What follows belongs to an exercise in optimizing a design on an open flow for a short achievable clock period and few clock cycles per item; a production flow would make more cautious choices. The RTL was checked by simulation tests, not by an equivalence proof against the original design. Power is estimated from default activity; no workload was simulated.

<file path="design/flow/design.v">
module frame_codec (
    input  wire        clk,
    input  wire        rst,
    input  wire        cmd_valid,
    output wire        cmd_ready,
    input  wire [31:0] cmd_word,
    input  wire        cmd_has_data,
    input  wire [15:0] cmd_len,
    input  wire        cmd_has_cap,
    input  wire [15:0] cmd_cap,
    input  wire        in_valid,
    output wire        in_ready,
    input  wire [7:0]  in_data,
    output wire        out_valid,
    input  wire        out_ready,
    output wire [7:0]  out_data,
    output wire        rsp_valid,
    input  wire        rsp_ready,
    output wire [7:0]  rsp_status,
    output wire [15:0] rsp_topic,
    output wire [15:0] rsp_tag,
    output wire [31:0] rsp_value
);
    localparam [31:0] PREAMBLE       = 32'h52534B31;
    localparam integer MAX_FRAME_SIZE = 100;
    localparam integer HEADER_SIZE    = 12;
    localparam [7:0] ST_OK          = 8'h00;
    localparam [7:0] ST_MALFORMED   = 8'h02;
    localparam [7:0] ST_CHECKSUM    = 8'h03;
    localparam [7:0] ST_BUF_SMALL   = 8'h06;
    localparam [7:0] ST_NULL_INPUT  = 8'h09;
    localparam [7:0] ST_ENCODE_ERR  = 8'h0A;
    localparam [7:0] ST_ILLEGAL     = 8'h0C;
    localparam [1:0] OP_CRC = 2'd1, OP_GEN = 2'd2, OP_PARSE = 2'd3;
    localparam [2:0] S_IDLE = 3'd0, S_RECV = 3'd1, S_FINAL = 3'd2,
                     S_EMIT = 3'd3, S_RESP = 3'd4;
    reg  [2:0]  state;
    reg  [1:0]  op;
    reg  [15:0] tag;
    reg  [15:0] len;         
    reg  [15:0] idx;         
    reg         fail;        
    reg  [7:0]  status;
    reg  [31:0] crc;
    reg         pre_bad;     
    reg  [31:0] rx_chk;      
    reg  [15:0] rx_topic;    
    reg  [15:0] rx_tag;      
    reg  [15:0] out_len;
    reg  [7:0]  buffer [0:MAX_FRAME_SIZE-1];
    reg  [7:0]  r_status;
    reg  [15:0] r_topic;
    reg  [15:0] r_tag;
    reg  [31:0] r_value;
    function [31:0] crc_byte;
        input [31:0] c_in;
        input [7:0]  b;
        integer k;
        reg [31:0] c;
        begin
            c = c_in ^ {24'd0, b};
            for (k = 0; k < 8; k = k + 1)
                c = c[0] ? ((c >> 1) ^ 32'hEDB88320) : (c >> 1);
            crc_byte = c;
        end
    endfunction
    wire [7:0]  c_opc = cmd_word[31:24];
    wire [7:0]  c_rsv = cmd_word[23:16];
    wire [15:0] c_imm = cmd_word[15:0];
    wire        c_legal = (c_rsv == 8'd0) &&
                          ((c_opc == 8'h01 && c_imm == 16'd0) ||
                           (c_opc == 8'h02) ||
                           (c_opc == 8'h03 && c_imm == 16'd0));
    wire [16:0] c_gen_size = {1'b0, cmd_len} + HEADER_SIZE;
    reg         d_fail;
    reg  [7:0]  d_status;
    always @(*) begin
        d_fail   = 1'b0;
        d_status = ST_OK;
        if (!c_legal) begin
            d_fail = 1'b1; d_status = ST_ILLEGAL;
        end else if (!cmd_has_data) begin
            d_fail = 1'b1; d_status = ST_NULL_INPUT;
        end else if (c_opc == 8'h02) begin
            if (!cmd_has_cap) begin
                d_fail = 1'b1; d_status = ST_NULL_INPUT;
            end else if (cmd_len > MAX_FRAME_SIZE) begin
                d_fail = 1'b1; d_status = ST_ENCODE_ERR;
            end else if (c_gen_size > {1'b0, cmd_cap}) begin
                d_fail = 1'b1; d_status = ST_ENCODE_ERR;
            end
        end else if (c_opc == 8'h03) begin
            if (cmd_len > HEADER_SIZE + MAX_FRAME_SIZE) begin
                d_fail = 1'b1; d_status = ST_BUF_SMALL;
            end else if (cmd_len < HEADER_SIZE) begin
                d_fail = 1'b1; d_status = ST_MALFORMED;
            end
        end
    end
    wire [31:0] crc_final = crc ^ 32'hFFFFFFFF;
    reg  [7:0]  hdr_byte;
    always @(*) begin
        case (idx[3:0])
            4'd0:  hdr_byte = PREAMBLE[7:0];
            4'd1:  hdr_byte = PREAMBLE[15:8];
            4'd2:  hdr_byte = PREAMBLE[23:16];
            4'd3:  hdr_byte = PREAMBLE[31:24];
            4'd4:  hdr_byte = crc_final[7:0];
            4'd5:  hdr_byte = crc_final[15:8];
            4'd6:  hdr_byte = crc_final[23:16];
            4'd7:  hdr_byte = crc_final[31:24];
            4'd8:  hdr_byte = tag[15:8];      
            4'd9:  hdr_byte = 8'h00;          
            4'd10: hdr_byte = tag[7:0];
            default: hdr_byte = tag[15:8];
        endcase
    end
    wire [15:0] buf_rd_idx = (op == OP_GEN) ? idx - HEADER_SIZE : idx;
    wire [7:0]  buf_rd     = buffer[buf_rd_idx[6:0]];
    wire [7:0]  emit_byte  = (op == OP_GEN && idx < HEADER_SIZE) ? hdr_byte : buf_rd;
    assign cmd_ready  = (state == S_IDLE);
    assign in_ready   = (state == S_RECV);
    assign out_valid  = (state == S_EMIT);
    assign out_data   = emit_byte;
    assign rsp_valid  = (state == S_RESP);
    assign rsp_status = r_status;
    assign rsp_topic  = r_topic;
    assign rsp_tag    = r_tag;
    assign rsp_value  = r_value;
    wire in_fire  = in_valid  && in_ready;
    wire out_fire = out_valid && out_ready;
    wire [7:0] pre_byte = (idx[1:0] == 2'd0) ? PREAMBLE[7:0]   :
                          (idx[1:0] == 2'd1) ? PREAMBLE[15:8]  :
                          (idx[1:0] == 2'd2) ? PREAMBLE[23:16] : PREAMBLE[31:24];
    always @(posedge clk) begin
        if (rst) begin
            state <= S_IDLE;
        end else begin
            case (state)
                S_IDLE: if (cmd_valid) begin
                    op       <= cmd_word[25:24];
                    tag      <= c_imm;
                    len      <= cmd_len;
                    idx      <= 16'd0;
                    fail     <= d_fail;
                    status   <= d_status;
                    crc      <= 32'hFFFFFFFF;
                    pre_bad  <= 1'b0;
                    if (cmd_has_data && cmd_len != 16'd0)
                        state <= S_RECV;
                    else
                        state <= S_FINAL;
                end
                S_RECV: if (in_fire) begin
                    idx <= idx + 16'd1;
                    if (!fail) begin
                        case (op)
                            OP_CRC: crc <= crc_byte(crc, in_data);
                            OP_GEN: begin
                                crc <= crc_byte(crc, in_data);
                                buffer[idx[6:0]] <= in_data;
                            end
                            default: begin  
                                if (idx < 16'd4) begin
                                    if (in_data != pre_byte) pre_bad <= 1'b1;
                                end else if (idx < 16'd8) begin
                                    rx_chk <= {in_data, rx_chk[31:8]};
                                end else if (idx < 16'd10) begin
                                    rx_topic <= {in_data, rx_topic[15:8]};
                                end else if (idx < 16'd12) begin
                                    rx_tag <= {in_data, rx_tag[15:8]};
                                end else begin
                                    crc <= crc_byte(crc, in_data);
                                    buffer[idx[6:0] - 7'd12] <= in_data;
                                end
                            end
                        endcase
                    end
                    if (idx == len - 16'd1)
                        state <= S_FINAL;
                end
                S_FINAL: begin
                    idx     <= 16'd0;
                    r_topic <= 16'd0;
                    r_tag   <= 16'd0;
                    r_value <= 32'd0;
                    out_len <= 16'd0;
                    state   <= S_RESP;
                    if (fail) begin
                        r_status <= status;
                    end else begin
                        case (op)
                            OP_CRC: begin
                                r_status <= ST_OK;
                                r_value  <= crc_final;
                            end
                            OP_GEN: begin
                                r_status <= ST_OK;
                                out_len  <= len + HEADER_SIZE;
                                state    <= S_EMIT;
                            end
                            default: begin
                                if (pre_bad) begin
                                    r_status <= ST_MALFORMED;
                                end else if (rx_chk != crc_final) begin
                                    r_status <= ST_CHECKSUM;
                                end else begin
                                    r_status <= ST_OK;
                                    r_topic  <= rx_topic;
                                    r_tag    <= rx_tag;
                                    out_len  <= len - HEADER_SIZE;
                                    if (len != HEADER_SIZE)
                                        state <= S_EMIT;
                                end
                            end
                        endcase
                    end
                end
                S_EMIT: if (out_fire) begin
                    idx <= idx + 16'd1;
                    if (idx == out_len - 16'd1)
                        state <= S_RESP;
                end
                S_RESP: if (rsp_ready) begin
                    state <= S_IDLE;
                end
                default: state <= S_IDLE;
            endcase
        end
    end
endmodule
</file>
<file path="design/flow/constraint.sdc">
create_clock -name core_clock -period 8.0 [get_ports {clk}]
set_input_delay 1.6000 -clock core_clock [delete_from_list [all_inputs] [get_ports {clk}]]
set_output_delay 1.6000 -clock core_clock [all_outputs]
set_load 0.01 [all_outputs]
</file>
<file path="design/flow/config.mk">
export PLATFORM = sky130hd
export DESIGN_NAME = frame_codec
export DESIGN_NICKNAME = frame_codec
export VERILOG_FILES = /design/flow/design.v
export SDC_FILE = /design/flow/constraint.sdc
export NUM_CORES = 4
export LEC_CHECK = 0
export CAP_MARGIN = 20
export CORE_MARGIN = 2
export CORE_UTILIZATION = 40
export PLACE_DENSITY = 0.6
export SLEW_MARGIN = 20
</file>
<file path="design/flow/run.sh">
#!/bin/bash
# synth_recipe.tcl (not shown) runs the flow's synth.tcl, then flattens the netlist and writes it again
# the make line also repeats each setting of config.mk as NAME=value (left out here)
make -C /OpenROAD-flow-scripts/flow DESIGN_CONFIG=/design/flow/config.mk WORK_HOME=/design/flow/orfs CLKGATE_MAP_FILE= SYNTH_SCRIPT=/design/flow/synth_recipe.tcl finish
</file>
==> notes.md <==
## through the flow
step | cells | cell area (µm²) | total power, W | util
detailed placement | 3946 | 47100 | 0.00967 | 0.433
finish | 4137 | 50500 | 0.0144 | 0.464
floorplan | 2460 | 43800 | 0.00846 | -
global route | 4137 | 50500 | 0.0149 | 0.464
CTS | 4136 | 50400 | 0.0145 | 0.464
global placement | 3946 | 47100 | 0.00965 | 0.433
## power by group through the flow
| stage | logic, W | registers [W] | clock network, W |
|---|---|---|---|
| after floorplan | 0.00210 | 0.00636 | 0 |
| after global placement | 0.00319 | 0.00646 | 0 |
| after detailed placement | 0.00321 | 0.00646 | 0 |
| after CTS | 0.00322 | 0.00635 | 0.00493 |
| after global routing | 0.00340 | 0.00637 | 0.00513 |
| final | 0.00320 | 0.00635 | 0.00483 |
## layout make-up
class / instances / area share
inverters: 45 / 0.00335
clock inverters: 71 / 0.0145
clock buffers: 119 / 0.0523
flip-flops and latches: 1039 / 0.618
repair buffers: 195 / 0.0380
multi-input cells: 1254 / 0.239
well taps: 1414 / 0.0351
## worst max-delay path: cells and delay by family (launching register included)
kind | cells | cell delay (ns)
adders and majority gates | 1 | 0.44
muxes | 3 | 0.93
AOI/OAI and AO/OA | 2 | 0.38
DFF | 1 | 0.71
and+or+nand+nor | 1 | 0.49
buffers and inverters | 3 | 1.39
## final timing paths
path | start | endpoint | slack [ns] | depth (start not counted)
setup / recovery | idx[2] | out_data[3] | 1.31 | 10
hold / removal | rx_tag[10] | rx_tag[2] | 0.44 | 0
setup reg to reg | idx[9] | buffer[91][2] | 2.68 | 7
hold reg to reg | rx_tag[10] | rx_tag[2] | 0.44 | 0
## synthesized netlist by cell type (all sizes together) (9+ instances only)
cell       n
or3        9
mux4     248
ha        37
a21o       9
nand2    104
nand4     14
inv       44
a211oi    21
xnor2    139
and2      42
buf       48
nor2b      9
nand2b    19
a221oi     9
o21ai     37
nand3     31
nor2     227
nor3      39
and3      11
mux2i     25
edfxtp  1036
nor4      26
o22ai     25
clkbuf    74
xor2      41
a21oi     30
a31oi     17
## kinds of logic (layout without fill, tap and decap cells)
family,after synthesis,count (layout),synth area share
multiplexers,275,275,0.134
flip-flops,1039,1039,0.712
XOR/XNOR,180,180,0.0362
buffers and inverters,167,430,0.0160
AND/OR/NAND/NOR,568,568,0.0629
AO/OA/AOI/OAI,190,190,0.0289
adder cells (fa/ha/maj),37,37,0.0106
other,1,4,0.0000856
## registers in the layout (all words and copies together) (netlist names), 2 cells and up
name	cells
r_topic	16
len	16
r_tag	16
crc	32
rx_topic	16
state	3
tag	16
out_len	16
status	4
rx_tag	16
buffer	800
r_status	4
idx	16
r_value	32
op	2
rx_chk	32
## metal layers
layer  vias to the layer above  GRT usage
met1                     12100      0.272
met5                         -          0
li1                      10100          -
met2                       955      0.316
met4                         4     0.0531
met3                       146     0.0294
==> flow_metrics.py <==
metrics = {
    "outcome": {
        "status": "no timing/DRC/antenna violations",
    },
    "detailed_routing": {
        "dr_wl_met3_um": 7500,
        "wirelength_um": 109000,
        "vias": 23300,
        "dr.pass1.iters": 5,
        "route.met2.wl_um": 52200,
        "wl_met1_um": 46400,
        "drc": 0,
        "antenna_left": 0,
        "drt_first_iter_violations": 2355,
        "route.top_layer_used": "met5",
        "vias_per_cell": 5.63,
        "wire_per_inst_um": 26.3,
    },
    "clocking": {
        "cts.path.max_buffers": 3,
        "htreeDepth": 3,
        "cts_tree": "yes",
        "clock_sinks": 1039,
        "clk_latency_ns": 0.68,
        "clk_pin_slew_ns": 0.06,
        "cts_inserted_buffers": 103,
        "postCtsSetupBuffers": 0,
        "cts_resized": 0,
        "cts_root_buf": "clkbuf_16",
        "cts_hold_buf": 0,
    },
    "hold_path": {
        "hold_class": "reg -> reg",
    },
    "timing": {
        "fmax_mhz": 149,
        "hold_viol_final": 0,
        "holdWs_ns": 0.438,
        "final.period_utilization": 0.836,
        "setup_violations": 0,
        "drv_slew": 0,
        "setup_tns_ns": 0,
        "fin_skew_ns": 0.0222,
        "period_minus_slack_ns": 6.69,
        "slew_headroom": 0.263,
        "worst_pin_slew_ns": 1.10,
        "rsz0062_at_grt": "false",
        "fin_ws_ns": 1.31,
    },
    "cells_and_area": {
        "num-nets-final": 2755,
        "n_antenna_cell": 0,
        "layout_commonest_cell": "edfxtp_1",
        "area_growth_pct": 15.2,
        "layout-drive-gt1-share": 0.178,
        "seqCellArea_um2": 31200,
        "fillers": 9101,
        "multi_input_area_um2": 12100,
        "layout_common_cells": "edfxtp_1, mux4_2, nor2_1, clkdlybuf4s50_1, xnor2_1",
    },
    "pwr": {
        "p_leak_nw": 15.6,
        "power.density_nw_per_um2": 285,
        "p_int_w": 0.0103,
        "power.share.clock": 0.336,
        "switching_share": 0.281,
        "peakVddDrop_mv": 0.194,
        "p_sw_w": 0.00404,
        "combPwrFrac": 0.222,
        "seqPwrFrac": 0.442,
    },
    "yosys": {
        "ys_types": 76,
        "synth.avg_cell_area_um2": 17.8,
        "yosys_most_used_dff": "edfxtp_1",
        "synth_area_leaders": "edfxtp_1, mux4_2, xnor2_1",
        "async_flop_share": 0,
        "synth_top_cell_by_area": "edfxtp_1",
        "netlist.area_leader.share": 0.710,
        "ys_seq_elements": 1039,
        "ys_seq_area_frac": 0.712,
        "syn_area_um2": 43800,
        "syn_inst": 2457,
        "synth_edf_count": 1036,
        "yosys_warnings": 1,
    },
    "die": {
        "io_pins": 164,
        "core-area_um2": 109000,
        "die_area_um2": 112000,
        "die_x_um": 335,
        "die_y_um": 335,
        "rows": 121,
        "initial_core_util": 0.403,
    },
    "global_route": {
        "antenna_found_initial": 5,
        "grt_use_total": 0.194,
        "grt_pass1_vias": 23800,
        "grt_first_pass_wirelength_um": 161000,
        "grt_max_degree": 92,
        "grt-ovfl-total": 0,
    },
    "critical_path": {
        "path_cells": "inv_1 > ha_1 > mux2i_4 > buf_4 > mux4_2 > mux2i_1 > o22ai_1 > nor3_1 > a31oi_1 > clkdlybuf4s50_1",
        "worstSetupPathType": "reg -> out",
        "startpoint_type": "register",
        "cpMaxStageDelayCell": "edfxtp_1",
        "cp_slowest_stage_delay_ns": 0.71,
        "worstPathArrival_ns": 5.09,
        "critPathMaxFanout": 48,
        "cp-end-kind": "output pin",
        "required_ns": 6.40,
    },
    "job": {
        "cap_viol_max_count": 0,
    },
    "placement": {
        "port_buffers": 159,
        "gp_congestion": 0.912,
        "pre_cts_slack_ns": 2.00,
        "dp_hpwl_um": 71100,
    },
}
Testbench counts, summed over its fixed seeds: cycles 276,526, items 2,400.

==> re-timing with driven ports <==
In the flow no input, the clock included, has a driving cell. The finished layout below was timed again as built, in two steps.
Step 1: set_driving_cell puts a clkbuf_16 on clk and a buf_2 on each other input, an assumption about the parent block.
Step 2, shift: input delay + t, output delay - t, t = (earliest + latest rising clock arrival at the registers) / 2. This alone moves slack from input paths to output paths.
Three values: no drivers, after step 1, after step 2; two values: the first two.
t, ns: 0.747
setup WS [ns]: 1.310 / 1.235 / 1.878
hold slack, ns: 0.438 / 0.438 / 0.438
worst register clock-pin slew, ns: 0.07 / 0.07
After both steps setup and hold are still met in this run. For this run, drivers alone change the setup slack by -0.075 ns; drivers and shift together by +0.568 ns.
